Background: an optimization exercise with open tools, aiming at small area and a short achievable clock period. Do not read the settings as production practice. RTL that was checked went through simulation tests only; none was proved equivalent to the original.

==> run a: inputs <==
Design srve_fc420, start of the top module:
module srve_fc420 (
    input  wire       clk,
    input  wire       rst,
    input  wire [6:0] cfg_w,
    input  wire       in_valid,
    input  wire [7:0] in_r,
    input  wire [7:0] in_g,
    input  wire [7:0] in_b,
    output reg        y_valid,
    output reg  [7:0] y_data,
    output reg        c_valid,
    output reg  [7:0] u_data,
    output reg  [7:0] v_data
);
==> module srve_fc420, before the edit <==
module srve_fc420 (
    input  wire       clk,
    input  wire       rst,
    input  wire [6:0] cfg_w,
    input  wire       in_valid,
    input  wire [7:0] in_r,
    input  wire [7:0] in_g,
    input  wire [7:0] in_b,
    output reg        y_valid,
    output reg  [7:0] y_data,
    output reg        c_valid,
    output reg  [7:0] u_data,
    output reg  [7:0] v_data
);
    localparam HALF_W = 32;      
    reg [5:0] col;
    reg       odd_row;
    always @(posedge clk) begin
        if (rst) begin
            col     <= 6'd0;
            odd_row <= 1'b0;
        end else if (in_valid) begin
            if ({1'b0, col} + 7'd1 == cfg_w) begin
                col     <= 6'd0;
                odd_row <= ~odd_row;
            end else begin
                col <= col + 6'd1;
            end
        end
    end
    reg       s0_valid;
    reg [7:0] s0_r, s0_g, s0_b;
    reg [5:0] s0_col;
    reg       s0_odd;
    always @(posedge clk) begin
        if (rst) s0_valid <= 1'b0;
        else     s0_valid <= in_valid;
        s0_r   <= in_r;
        s0_g   <= in_g;
        s0_b   <= in_b;
        s0_col <= col;
        s0_odd <= odd_row;
    end
    wire [17:0] y1000 = 18'd299 * s0_r + 18'd587 * s0_g + 18'd114 * s0_b;
    wire [22:0] u_pos = 23'd1280000 + 23'd4490 * s0_b;
    wire [22:0] u_neg = 23'd1690 * s0_r + 23'd3310 * s0_g;
    wire [22:0] v_pos = 23'd1280000 + 23'd4990 * s0_r;
    wire [22:0] v_neg = 23'd4180 * s0_g + 23'd813 * s0_b;
    reg        s1_valid;
    reg [17:0] s1_y1000;
    reg [21:0] s1_u, s1_v;       
    reg [5:0]  s1_col;
    reg        s1_odd;
    always @(posedge clk) begin
        if (rst) s1_valid <= 1'b0;
        else     s1_valid <= s0_valid;
        s1_y1000 <= y1000;
        s1_u     <= u_pos - u_neg;
        s1_v     <= v_pos - v_neg;
        s1_col   <= s0_col;
        s1_odd   <= s0_odd;
    end
    reg [21:0] pair_u, pair_v;               
    reg [22:0] line_u [0:HALF_W-1];          
    reg [22:0] line_v [0:HALF_W-1];
    wire [22:0] psum_u = pair_u + s1_u;
    wire [22:0] psum_v = pair_v + s1_v;
    wire [4:0]  blk    = s1_col[5:1];
    reg        s2_valid;
    reg [23:0] s2_su, s2_sv;
    always @(posedge clk) begin
        if (rst) begin
            y_valid  <= 1'b0;
            s2_valid <= 1'b0;
        end else begin
            y_valid  <= s1_valid;
            s2_valid <= s1_valid & s1_col[0] & s1_odd;
        end
        y_data <= s1_y1000 / 18'd1000;
        if (s1_valid && !s1_col[0]) begin
            pair_u <= s1_u;
            pair_v <= s1_v;
        end
        if (s1_valid && s1_col[0] && !s1_odd) begin
            line_u[blk] <= psum_u;
            line_v[blk] <= psum_v;
        end
        s2_su <= line_u[blk] + psum_u;
        s2_sv <= line_v[blk] + psum_v;
    end
    always @(posedge clk) begin
        if (rst) c_valid <= 1'b0;
        else     c_valid <= s2_valid;
        u_data <= s2_su / 24'd40000;
        v_data <= s2_sv / 24'd40000;
    end
endmodule
make LEC_CHECK=0 CAP_MARGIN=20 CORE_MARGIN=2 CORE_UTILIZATION=40 SLEW_MARGIN=20 finish   # period 10.0 ns
run.sh (not shown) runs the stock make flow with config.mk's settings and CLKGATE_MAP_FILE= SYNTH_SCRIPT=/design/flow/synth_recipe.tcl, a recipe that flattens the netlist after the stock synthesis.
==> run b: changes against run a <==
==> flow/design.v (replaced) <==
module srve_fc420 (
    input  wire       clk,
    input  wire       rst,
    input  wire [6:0] cfg_w,
    input  wire       in_valid,
    input  wire [7:0] in_r,
    input  wire [7:0] in_g,
    input  wire [7:0] in_b,
    output reg        y_valid,
    output reg  [7:0] y_data,
    output reg        c_valid,
    output reg  [7:0] u_data,
    output reg  [7:0] v_data
);
    reg       v0, rq;
    reg [7:0] r0, g0, b0;
    reg [4:0] wlast;             
    always @(posedge clk) begin
        v0 <= in_valid & ~rst;
        rq <= rst;
        r0 <= in_r;
        g0 <= in_g;
        b0 <= in_b;
        if (rst) wlast <= cfg_w[5:1] - 5'd1;
    end
    reg [4:0] blk;
    reg       ph, odd;
    always @(posedge clk) begin
        if (rq) begin
            blk <= 5'd0;
            ph  <= 1'b0;
            odd <= 1'b0;
        end else if (v0) begin
            ph <= ~ph;
            if (ph) begin
                if (blk == wlast) begin
                    blk <= 5'd0;
                    odd <= ~odd;
                end else begin
                    blk <= blk + 5'd1;
                end
            end
        end
    end
    wire [17:0] ys = ({10'd0, r0} << 8) + ({10'd0, r0} << 6) - ({10'd0, r0} << 4)
                   - ({10'd0, r0} << 2) - {10'd0, r0}
                   + ({10'd0, g0} << 9) + ({10'd0, g0} << 6) + ({10'd0, g0} << 4)
                   - ({10'd0, g0} << 2) - {10'd0, g0}
                   + ({10'd0, b0} << 7) - ({10'd0, b0} << 4) + ({10'd0, b0} << 1);
    reg        yv1;
    reg [14:0] yt1;              
    always @(posedge clk) begin
        yv1 <= v0 & ~rq;
        yt1 <= ys[17:3];
    end
    wire [35:0] yp = ({21'd0, yt1} << 14) + ({21'd0, yt1} << 9) - ({21'd0, yt1} << 7)
                   + ({21'd0, yt1} << 3) + {21'd0, yt1} + 36'd8192;
    always @(posedge clk) begin
        y_valid <= yv1 & ~rq & ~rst;
        y_data  <= yp[28:21];
    end
    reg [7:0] pr, pg, pb;        
    always @(posedge clk)
        if (v0 && !ph) begin
            pr <= r0;
            pg <= g0;
            pb <= b0;
        end
    reg        cv1, codd1;
    reg [4:0]  cblk1;
    reg [8:0]  sr1, sg1, sb1;    
    always @(posedge clk) begin
        cv1   <= v0 & ph & ~rq;
        codd1 <= odd;
        cblk1 <= blk;
        sr1   <= {1'b0, pr} + {1'b0, r0};
        sg1   <= {1'b0, pg} + {1'b0, g0};
        sb1   <= {1'b0, pb} + {1'b0, b0};
    end
    reg  [26:0] line [0:31];
    wire [26:0] top = line[cblk1];
    always @(posedge clk)
        if (cv1 && !codd1) line[cblk1] <= {sr1, sg1, sb1};
    reg        cv2;
    reg [9:0]  R2, G2, B2;       
    always @(posedge clk) begin
        cv2 <= cv1 & codd1 & ~rq;
        R2  <= {1'b0, top[26:18]} + {1'b0, sr1};
        G2  <= {1'b0, top[17:9]}  + {1'b0, sg1};
        B2  <= {1'b0, top[8:0]}   + {1'b0, sb1};
    end
    wire [9:0]  nR = ~R2, nG = ~G2, nB = ~B2;
    wire [19:0] nu = ({10'd0, nR} << 7) + ({10'd0, nR} << 5) + ({10'd0, nR} << 3) + {10'd0, nR}
                   + ({10'd0, nG} << 8) + ({10'd0, nG} << 6) + ({10'd0, nG} << 4)
                   - ({10'd0, nG} << 2) - {10'd0, nG}
                   + ({10'd0, B2} << 9) - ({10'd0, B2} << 6) + {10'd0, B2} + 20'd500;
    wire [23:0] nv = ({14'd0, R2} << 12) + ({14'd0, R2} << 10) - ({14'd0, R2} << 7)
                   - ({14'd0, R2} << 1)
                   + ({14'd0, nG} << 12) + ({14'd0, nG} << 6) + ({14'd0, nG} << 4)
                   + ({14'd0, nG} << 2)
                   + ({14'd0, nB} << 10) - ({14'd0, nB} << 8) + ({14'd0, nB} << 6)
                   - ({14'd0, nB} << 4) - ({14'd0, nB} << 2) + {14'd0, nB} + 24'd12161;
    reg        cv3;
    reg [14:0] tu3;              
    reg [17:0] tv3;              
    always @(posedge clk) begin
        cv3 <= cv2 & ~rq;
        tu3 <= nu[19:5];
        tv3 <= nv[23:6];
    end
    wire [35:0] up = ({21'd0, tu3} << 14) + ({21'd0, tu3} << 9) - ({21'd0, tu3} << 7)
                   + ({21'd0, tu3} << 3) + {21'd0, tu3} + 36'd8192;
    wire [41:0] vp = ({24'd0, tv3} << 16) - ({24'd0, tv3} << 14) + ({24'd0, tv3} << 12)
                   + ({24'd0, tv3} << 9) - ({24'd0, tv3} << 6) - ({24'd0, tv3} << 3)
                   - {24'd0, tv3} + 42'd32768;
    always @(posedge clk) begin
        c_valid <= cv3 & ~rq & ~rst;
        u_data  <= up[28:21];
        v_data  <= vp[32:25];
    end
endmodule
==> summary.txt <==
| item | run a | run b |
|---|---|---|
| Flip-flop count of the largest register, all copies and words added | 736 | 864 |
| Vertical die dimension | 461 um | 380 um |
| Simple-gate portion of the synthesized area | 0.0429 | 0.0272 |
| Setup Slack @ Placement | 1470 ps | 4580 ps |
| Register-to-register setup slack | 1470 ps | 4550 ps |
| Number of synthesized register bits | 1662 | 1067 |
| Met3 layer usage reported by global route | 0.0239 | 0.0263 |
| Met1 usage in global routing | 0.267 | 0.234 |
| Global placement routability congestion | 0.840 | 0.834 |
| Sink of the worst hold path | s1_col[3] | codd1 |
| Worst hold slack after final layout | 325 ps | 363 ps |
| Inverters | 604 | 725 |
| Post-synthesis compound-gate area fraction | 0.0832 | 0.0433 |
| Share of the cycle needed by the critical path after routing | 0.853 | 0.545 |
| Result of the run | complete, no violations | complete, no violations |
| Number of filler cells placed in the layout | 18222 | 12446 |
| Non-Clock Buffer Count | 186 | 122 |
| Portion of the post-synthesis area used by sequential elements | 0.577 | 0.535 |

* * *

==> v10: inputs <==
srve_fc420, a different RTL version from the one above (not shown whole).
Settings: LEC_CHECK=0, CAP_MARGIN=20, CORE_MARGIN=2, CORE_UTILIZATION=65, CTS_CLUSTER_DIAMETER=60, CTS_CLUSTER_SIZE=20, SLEW_MARGIN=20; clock period 10.0 ns.
standard.sh (not shown) runs the stock make flow with config.mk's settings and CLKGATE_MAP_FILE= SYNTH_SCRIPT=/design/flow/synth_recipe.tcl, a recipe that flattens the netlist after the stock synthesis.
==> flow/flow/run.sh <==
#!/bin/bash
set -euo pipefail
bash standard.sh synth > synth.log 2>&1
bash standard.sh SETUP_SLACK_MARGIN=6.8 'BUFFER_PORTS_ARGS=-buffer_cell sky130_fd_sc_hd__buf_4' finish > layout.log 2>&1
==> inputs of v12, as changes to v10 <==
--- a/flow/design.v
+++ b/flow/design.v
@@ -1132,59 +1132,53 @@
         r0 <= in_r;
         g0 <= in_g;
         b0 <= in_b;
         p0 <= {1'b0, in_r, 2'b00} + {3'b000, in_g};
         if (rst) wlast <= cfg_w[5:1] - 5'd1;
     end
-    reg [4:0] blk;
-    reg       ph, odd;
+    reg [31:0] oh;
+    reg        ph, odd;
+    wire       last = oh[wlast];
     always @(posedge clk) begin
         if (rq) begin
-            blk <= 5'd0;
+            oh  <= 32'd1;
             ph  <= 1'b0;
             odd <= 1'b0;
         end else if (v0) begin
             ph <= ~ph;
             if (ph) begin
-                if (blk == wlast) begin
-                    blk <= 5'd0;
+                if (last) begin
+                    oh  <= 32'd1;
                     odd <= ~odd;
                 end else begin
-                    blk <= blk + 5'd1;
+                    oh  <= {oh[30:0], 1'b0};
                 end
             end
         end
     end
     reg  [26:0] line [0:31];
-    reg         shift;
-    always @(posedge clk)
-        shift <= in_valid & ~rst & ~rq & (ph ^ v0);
-    wire [1:0]  seg = wlast[4:3];
-    wire [2:0]  tap = wlast[2:0];
-    wire [26:0] top = odd ? line[{2'b11, tap}] : 27'd0;
+    reg  [26:0] top;
     integer k;
+    always @(*) begin
+        top = 27'd0;
+        for (k = 0; k < 32; k = k + 1)
+            top = top | (line[k] & {27{oh[k] & odd}});
+    end
     reg [9:0] ar, ag, ab;        
     always @(posedge clk)
         if (v0 && !ph) begin
             ar <= {1'b0, top[26:18]} + {2'b0, r0};
             ag <= {1'b0, top[17:9]}  + {2'b0, g0};
             ab <= {1'b0, top[8:0]}   + {2'b0, b0};
         end
     wire [9:0] sr = ar + {2'b0, r0};
     wire [9:0] sg = ag + {2'b0, g0};
     wire [9:0] sb = ab + {2'b0, b0};
-    wire [26:0] push = {sr[8:0], sg[8:0], sb[8:0]};
     always @(posedge clk)
-        if (shift) begin
-            line[0]  <= push;
-            line[8]  <= (seg == 2'd2) ? push : line[7];
-            line[16] <= (seg == 2'd1) ? push : line[15];
-            line[24] <= (seg == 2'd0) ? push : line[23];
-            for (k = 1; k < 32; k = k + 1)
-                if (k % 8 != 0) line[k] <= line[k - 1];
-        end
+        for (k = 0; k < 32; k = k + 1)
+            if (v0 && ph && !odd && oh[k]) line[k] <= {sr[8:0], sg[8:0], sb[8:0]};
     reg       cv1;
     reg [9:0] R1, G1, B1;        
     always @(posedge clk) begin
         cv1 <= v0 & ph & odd & ~rq;
         R1  <= sr;
         G1  <= sg;
==> flow/run.sh (new file) <==
#!/bin/bash
# synth_recipe.tcl (not shown) runs the flow's synth.tcl, then flattens the netlist and writes it again
# the make line also repeats each setting of config.mk as NAME=value (left out here)
make -C /OpenROAD-flow-scripts/flow DESIGN_CONFIG=/design/flow/config.mk WORK_HOME=/design/flow/orfs CLKGATE_MAP_FILE= SYNTH_SCRIPT=/design/flow/synth_recipe.tcl finish
CORE_UTILIZATION = 40   (was 65)
CTS_CLUSTER_DIAMETER = not set   (was 60)
CTS_CLUSTER_SIZE = not set   (was 20)
removed: flow/flow/run.sh
removed: flow/standard.sh
==> inputs of v28, as changes to v10 <==
--- a/flow/design.v
+++ b/flow/design.v
@@ -1132,59 +1132,53 @@
         r0 <= in_r;
         g0 <= in_g;
         b0 <= in_b;
         p0 <= {1'b0, in_r, 2'b00} + {3'b000, in_g};
         if (rst) wlast <= cfg_w[5:1] - 5'd1;
     end
-    reg [4:0] blk;
-    reg       ph, odd;
+    reg [31:0] oh;
+    reg        ph, odd;
+    wire       last = oh[wlast];
     always @(posedge clk) begin
         if (rq) begin
-            blk <= 5'd0;
+            oh  <= 32'd1;
             ph  <= 1'b0;
             odd <= 1'b0;
         end else if (v0) begin
             ph <= ~ph;
             if (ph) begin
-                if (blk == wlast) begin
-                    blk <= 5'd0;
+                if (last) begin
+                    oh  <= 32'd1;
                     odd <= ~odd;
                 end else begin
-                    blk <= blk + 5'd1;
+                    oh  <= {oh[30:0], 1'b0};
                 end
             end
         end
     end
     reg  [26:0] line [0:31];
-    reg         shift;
-    always @(posedge clk)
-        shift <= in_valid & ~rst & ~rq & (ph ^ v0);
-    wire [1:0]  seg = wlast[4:3];
-    wire [2:0]  tap = wlast[2:0];
-    wire [26:0] top = odd ? line[{2'b11, tap}] : 27'd0;
+    reg  [26:0] top;
     integer k;
+    always @(*) begin
+        top = 27'd0;
+        for (k = 0; k < 32; k = k + 1)
+            top = top | (line[k] & {27{oh[k] & odd}});
+    end
     reg [9:0] ar, ag, ab;        
     always @(posedge clk)
         if (v0 && !ph) begin
             ar <= {1'b0, top[26:18]} + {2'b0, r0};
             ag <= {1'b0, top[17:9]}  + {2'b0, g0};
             ab <= {1'b0, top[8:0]}   + {2'b0, b0};
         end
     wire [9:0] sr = ar + {2'b0, r0};
     wire [9:0] sg = ag + {2'b0, g0};
     wire [9:0] sb = ab + {2'b0, b0};
-    wire [26:0] push = {sr[8:0], sg[8:0], sb[8:0]};
     always @(posedge clk)
-        if (shift) begin
-            line[0]  <= push;
-            line[8]  <= (seg == 2'd2) ? push : line[7];
-            line[16] <= (seg == 2'd1) ? push : line[15];
-            line[24] <= (seg == 2'd0) ? push : line[23];
-            for (k = 1; k < 32; k = k + 1)
-                if (k % 8 != 0) line[k] <= line[k - 1];
-        end
+        for (k = 0; k < 32; k = k + 1)
+            if (v0 && ph && !odd && oh[k]) line[k] <= {sr[8:0], sg[8:0], sb[8:0]};
     reg       cv1;
     reg [9:0] R1, G1, B1;        
     always @(posedge clk) begin
         cv1 <= v0 & ph & odd & ~rq;
         R1  <= sr;
         G1  <= sg;
CORE_UTILIZATION = 40   (was 65)
CTS_CLUSTER_DIAMETER = not set   (was 60)
CTS_CLUSTER_SIZE = not set   (was 20)
==> out/results.ini <==
[synthesis]
avgSynthCellArea_um2 = 15.2
synth_compound_area_frac = 0.0981

[run_status]
status = finished clean

[final_layout]
drive_gt1_frac = 0.188
clk_share = 0.0644

[global_route]
grt_usage = 0.231

[route]
via_per_inst = 5.69
wl_met1_um = 63400

[sta]
grt_setup_unrepaired = yes

[worst_setup_path]
crit_end = ar[8]
regToRegEndpoint = ar[8]
startpoint = oh[17]

[floorplanning]
dieArea_mm2 = 0.141
initial_core_util = 0.402

[clock_tree]
h-tree-depth = 4

[hold_path]
hp-start = va_q293

[end of results for v28]
==> out/results.ini <==
[run_status]
status = finished clean

[worst_setup_path]
regToRegEndpoint = ar[8]
startpoint = oh[7]

[synthesis]
avgSynthCellArea_um2 = 15.2
synth_compound_area_frac = 0.0981

[floorplanning]
dieArea_mm2 = 0.141
initial_core_util = 0.402

[global_route]
grt_usage = 0.223

[sta]
grt_setup_unrepaired = no

[route]
wl_met1_um = 62100
via_per_inst = 5.65

[end of results for v12]
==> out/results.ini <==
[worst_setup_path]
crit_end = va_q261
startpoint = R1[1]

[synthesis]
synth_compound_area_frac = 0.0567

[hold_path]
hp-start = line[19][16]

[floorplanning]
initial_core_util = 0.660
dieArea_mm2 = 0.0811

[final_layout]
drive_gt1_frac = 0.145

[global_route]
grt_usage = 0.245

[run_status]
status = finished clean

[clock_tree]
h-tree-depth = 3

[end of results for v10]
No functional check of the RTL was part of v12 and v28.

[static timing again, ports no longer ideal]
The flow's constraints put no driver on any port. The routed layouts listed below were extracted and timed again, unchanged, in two steps. Step 1, drivers: a clkbuf_16 drives clk and a buf_2 each remaining input, both assumed. Step 2 moves the port delays by t, midway between the first and last clock arrival at a register: inputs arrive t later, outputs are due t later. That takes back most of the time a late clock gives input paths. Three values: ideal, step 1, step 2; two values: the first two.
run	t (ns)	slack for setup (ns)	worst slew at a driven data input, ns
run a	0.879	1.468 / 1.468 / 1.468	0.04
run b	0.783	4.551 / 4.551 / 4.551	0.04
v10	0.711	6.727 / 6.727 / 6.485	0.05
v12	0.814	6.031 / 6.031 / 6.002	0.04
v28	0.843	6.739 / 6.692 / 6.494	0.04
After both steps setup and hold are still met in every run listed. For v28, which loses most, drivers alone change the setup slack by -0.047 ns; drivers and shift together by -0.245 ns.
